Source: an optimization exercise on an open RTL-to-GDS flow (aim: small area and a short achievable clock period). Production flows keep margins and buffers that such runs may drop.
Where RTL was checked, it was by simulation tests only, not by an equivalence proof against the original.

==> inputs of run a <==
==> flow/design.v (excerpt) <==
module fm_demod (
    input  wire        clk,
    input  wire        rst,         
    input  wire        in_valid,
    input  wire [7:0]  in_i,
    input  wire [7:0]  in_q,
    output wire        out_valid,
    output wire [15:0] out_ph
);
Settings: LEC_CHECK=0, ABC_AREA=1, CAP_MARGIN=20, CORE_MARGIN=2, CORE_UTILIZATION=45, SETUP_SLACK_MARGIN=4.1, SLEW_MARGIN=20; clock period 7.0 ns.
run.sh (not shown) runs the stock make flow with config.mk's settings and CLKGATE_MAP_FILE= SYNTH_SCRIPT=/design/flow/synth_recipe.tcl, a recipe that flattens the netlist after the stock synthesis.
==> inputs of run b, as changes to run a <==
- CTS_BUF_LIST: default -> sky130_fd_sc_hd__clkbuf_4 sky130_fd_sc_hd__clkbuf_8
- CTS_CLUSTER_SIZE: default -> 20
- SETUP_SLACK_MARGIN: 4.1 -> 4.0
==> inputs of run c, as changes to run a <==
- CORE_UTILIZATION: 45 -> 60
- SETUP_SLACK_MARGIN: 4.1 -> 4.0
==> inputs of run d, as changes to run a <==
- ABC_AREA: 1 -> 0
- SETUP_SLACK_MARGIN: 4.1 -> 4.0
==> qor summary <==
quantity	run c	run a	run b	run d
Cell area after layout	0.0499 mm2	0.0509 mm2	0.0503 mm2	0.0502 mm2
Die Footprint	0.0767 mm2	0.102 mm2	0.102 mm2	0.0995 mm2
Fin Hold WS	323 ps	304 ps	305 ps	317 ps
Worst slew pin tran	839 ps	973 ps	820 ps	1200 ps
Worst path buffer plus inverter count	2	0	1	2
Number of global-route vias before repair	31,700	32,400	32,500	29,500
Area of the core region	0.0741 mm2	0.0984 mm2	0.0984 mm2	0.0964 mm2
Clock buffer count in the final layout	118	125	205	110
Result of the run	timing/DRC/antenna clean	timing/DRC/antenna clean	timing/DRC/antenna clean	timing/DRC/antenna clean
Total area of multi-input combinational cells	0.0267 mm2	0.0269 mm2	0.0266 mm2	0.0270 mm2
Critical Path Fanout Max	10	5	5	4
Data required time at the worst endpoint	7500 ps	7540 ps	7680 ps	7540 ps
Routed wl met2	47,200 um	48,500 um	49,000 um	45,900 um
Critical register-to-register path endpoint	imr0_r1[8]	e4_r2	imr0_r1[10]	e4_r2
Most used cell along the critical path	fa_1	fa_1	fa_1	-
Cells on worst reg2reg path	7	9	6	12
Proportion of synthesized area in mux cells	0.0504%	0.0504%	0.0504%	0.484%
WL met1	48,000 um	48,000 um	47,400 um	43,400 um
Total setup buffers inserted after CTS	22	40	30	38
Share of the yosys chip area belonging to registers	36.1%	36.1%	36.1%	37.0%

---

==> try-fjord <==
fm_demod, a different RTL version from the one above (not shown whole).
Settings: LEC_CHECK=0, CAP_MARGIN=20, CORE_MARGIN=2, CORE_UTILIZATION=45, SLEW_MARGIN=20; clock period 7.0 ns.
==> inputs of try-cedar, as changes to try-fjord <==
- SETUP_SLACK_MARGIN: not set -> 3.2
==> notes <==
In try-cedar the global-route usage is higher than in try-fjord, by 0.48 points. In try-fjord the via count is smaller than in try-cedar, by 1.8%. Hold slack: try-cedar is lower than try-fjord (0.018 ns). Of try-cedar and try-fjord, try-cedar has the higher register-to-register slack (gap 0.53 ns). Between try-fjord and try-cedar, the lower setup slack is in try-fjord (gap 0.53 ns).
No run of this note included a check of the RTL's function; only the layout flow was run.

---

==> inputs of v39 <==
fm_demod, a different RTL version from the one above (not shown whole).
clock: 7.0 ns
lec_check: 0
abc_area: 1
cap_margin: 20
core_margin: 2
core_utilization: 45
setup_slack_margin: 4.0
slew_margin: 20
==> inputs of v24, as changes to v39 <==
SETUP_SLACK_MARGIN = 3.5   (was 4.0)
==> inputs of v5, as changes to v39 <==
==> flow/flow/run.sh (new file) <==
#!/bin/bash
# The standard layout (the standard.sh, unchanged synthesis), except that the
# port buffers are sky130_fd_sc_hd__buf_2 cells instead of the delay buffer
# buffer_ports picks by default.  Each tool's output goes to its own log here.
set -euo pipefail
bash standard.sh synth > synth.log 2>&1
bash standard.sh "BUFFER_PORTS_ARGS=-buffer_cell sky130_fd_sc_hd__buf_2" finish > layout.log 2>&1
cp -r orfs/logs layout_logs 2>/dev/null || true
==> flow/standard.sh (new file) <==
#!/bin/bash
# synth_recipe.tcl (not shown) runs the flow's synth.tcl, then flattens the netlist and writes it again
# the make line also repeats each setting of config.mk as NAME=value (left out here)
make -C /OpenROAD-flow-scripts/flow DESIGN_CONFIG=/design/flow/config.mk WORK_HOME=/design/flow/orfs CLKGATE_MAP_FILE= SYNTH_SCRIPT=/design/flow/synth_recipe.tcl "${@:-finish}"
SETUP_SLACK_MARGIN = 4.3   (was 4.0)
removed: flow/run.sh
==> notes <==
Via count: v39 > v5 > v24.
Clock-buffer cell count is the same in v39 and v5.
Of v5 and v24, v5 has the higher critical path depth (gap 7).
Global-route usage, highest first: v5, v39, v24.
Sequential share of layout area: v5 < v39 < v24.
Of v5 and v39, v5 has the higher final cell count (gap about 0.5%, measured against v39).
Worst hold slack, lowest first: v24, v39, v5.
Worst setup slack: v24 is lower than v39 (0.38 ns).
The highest wire length belongs to v5, the lowest to v24.

---

==> 01-21 <==
RTL: one of the versions met above, not the one the previous note started from.
==> flow/design.v (excerpt) <==
module fm_demod (
    input  wire        clk,
    input  wire        rst,         
    input  wire        in_valid,
    input  wire [7:0]  in_i,
    input  wire [7:0]  in_q,
    output wire        out_valid,
    output wire [15:0] out_ph
);
Settings: LEC_CHECK=0, ABC_AREA=1, CAP_MARGIN=20, CORE_MARGIN=2, CORE_UTILIZATION=45, SETUP_SLACK_MARGIN=4.0, SLEW_MARGIN=20; clock period 7.0 ns.
Stock flow here: none of the scripts above is used.
==> 06-27 (differences from 01-21) <==
==> flow/flow/run.sh (new file) <==
#!/bin/bash
# The standard layout (the standard.sh, unchanged synthesis), except that the
# port buffers are sky130_fd_sc_hd__buf_2 cells instead of the delay buffer
# buffer_ports picks by default.  Each tool's output goes to its own log here.
set -euo pipefail
bash standard.sh synth > synth.log 2>&1
bash standard.sh "BUFFER_PORTS_ARGS=-buffer_cell sky130_fd_sc_hd__buf_2" finish > layout.log 2>&1
cp -r orfs/logs layout_logs 2>/dev/null || true
==> flow/standard.sh (new file) <==
#!/bin/bash
# synth_recipe.tcl (not shown) runs the flow's synth.tcl, then flattens the netlist and writes it again
# the make line also repeats each setting of config.mk as NAME=value (left out here)
make -C /OpenROAD-flow-scripts/flow DESIGN_CONFIG=/design/flow/config.mk WORK_HOME=/design/flow/orfs CLKGATE_MAP_FILE= SYNTH_SCRIPT=/design/flow/synth_recipe.tcl "${@:-finish}"
--- a/flow/config.mk
+++ b/flow/config.mk
@@ -11,3 +11,3 @@
 export CORE_UTILIZATION = 45
-export SETUP_SLACK_MARGIN = 4.0
+export SETUP_SLACK_MARGIN = 4.3
 export SLEW_MARGIN = 20
removed: flow/run.sh
==> comparison <==
- Between 01-21 and 06-27, the lower fmax is in 01-21 (gap about 0.8%, measured against 06-27).
- In 01-21 the global-route usage is lower than in 06-27, by 0.27 points.
- Of 06-27 and 01-21, 06-27 has the higher critical path depth (gap 2).
- Against 01-21, the final cell count of 06-27 is higher by about 1%.
- Synthesized cell count is the same in 06-27 and 01-21.
- In die area, 01-21 and 06-27 do not differ.
- Sequential share of layout area: 06-27 is lower than 01-21 (0.79 points).
- Against 06-27, the register-to-register slack of 01-21 is lower by 0.02 ns.
- Between 01-21 and 06-27, the lower worst setup slack is in 01-21 (gap 0.023 ns).
==> figures <==
	01-21	06-27
Status	timing/DRC/antenna clean	timing/DRC/antenna clean
Worst path max stage delay	0.66 ns	0.49 ns
Slew headroom	38.73%	40.81%
Buffers outside the clock class	120	174
CTS resizes	63	170
Critical path origin	rer0_r1[13]$_DFF_P_	b3_r12$_DFF_P_
Aggregate global-route resource usage	20.54%	20.81%
CP endpoint	e2_r2$_DFF_P_	zp_r13[11]$_DFF_P_
Achievable clock frequency	0.3386 GHz	0.3413 GHz
Met3 WL post-DR	5025 um	5522 um
Non-filler cells in the finished layout	6,349	6,411
Area of the multi-input gates	26,640 sq um	27,320 sq um
Post-synthesis to final-layout area growth	13.13%	16.19%
NonClk Buf Share	1.990%	2.654%
Final Core Density	51.35%	52.74%
Post-detailed-route via-to-cell ratio	5.052	5.071
Met1 layer wirelength in the final routing	47,330 um	48,110 um
DRT Wirelength	105,400 um	107,200 um
Transition time at the pin with the least slew margin	0.9160 ns	0.8848 ns
Post-CTS setup repair buffer count	31	82

## port drivers added, routing unchanged
In the flow no input, the clock included, has a driving cell. The finished layouts below were timed again as built, in two steps. Step 1 assumes that a clkbuf_16 drives the clock port and a buf_2 every other input. Step 2, shift: input delay + t, output delay - t, t = (earliest + latest rising clock arrival at the registers) / 2. This alone moves slack from input paths to output paths. Slacks: no drivers / after step 1 / after step 2; pairs: no drivers / after step 1.
run | t (ns) | setup slack, ns | worst setup path at the end | slew at the worst register clock pin (ns) | worst slew at a driven data input, ns
run a | 0.730 | 4.044 / 4.044 / 3.648 | input to register | 0.06 / 0.06 | 0.04
run b | 0.883 | 4.046 / 4.046 / 3.270 | input to register | 0.07 / 0.07 | 0.04
run c | 0.698 | 3.956 / 3.956 / 3.671 | input to register | 0.06 / 0.06 | 0.04
run d | 0.726 | 3.384 / 3.384 / 3.384 | register to register | 0.07 / 0.07 | 0.03
try-fjord | 0.695 | 2.407 / 2.407 / 2.407 | register to register | 0.06 / 0.06 | 0.04
try-cedar | 0.690 | 2.942 / 2.942 / 2.942 | register to register | 0.06 / 0.06 | 0.04
v39 | 0.714 | 4.026 / 4.026 / 3.615 | input to register | 0.06 / 0.06 | 0.03
v24 | 0.720 | 3.642 / 3.642 / 3.296 | input to register | 0.07 / 0.07 | 0.04
v5 | 0.724 | 3.983 / 3.983 / 3.952 | input to register | 0.07 / 0.07 | 0.03
01-21 | 0.731 | 4.047 / 4.019 / 3.700 | input to register | 0.07 / 0.07 | 0.04
06-27 | 0.717 | 4.070 / 4.070 / 4.070 | register to register | 0.07 / 0.07 | 0.03
After both steps every run listed still meets setup and hold. The setup slack of run b, which loses most, moves by 0.000 ns with the drivers and by -0.776 ns with both steps.
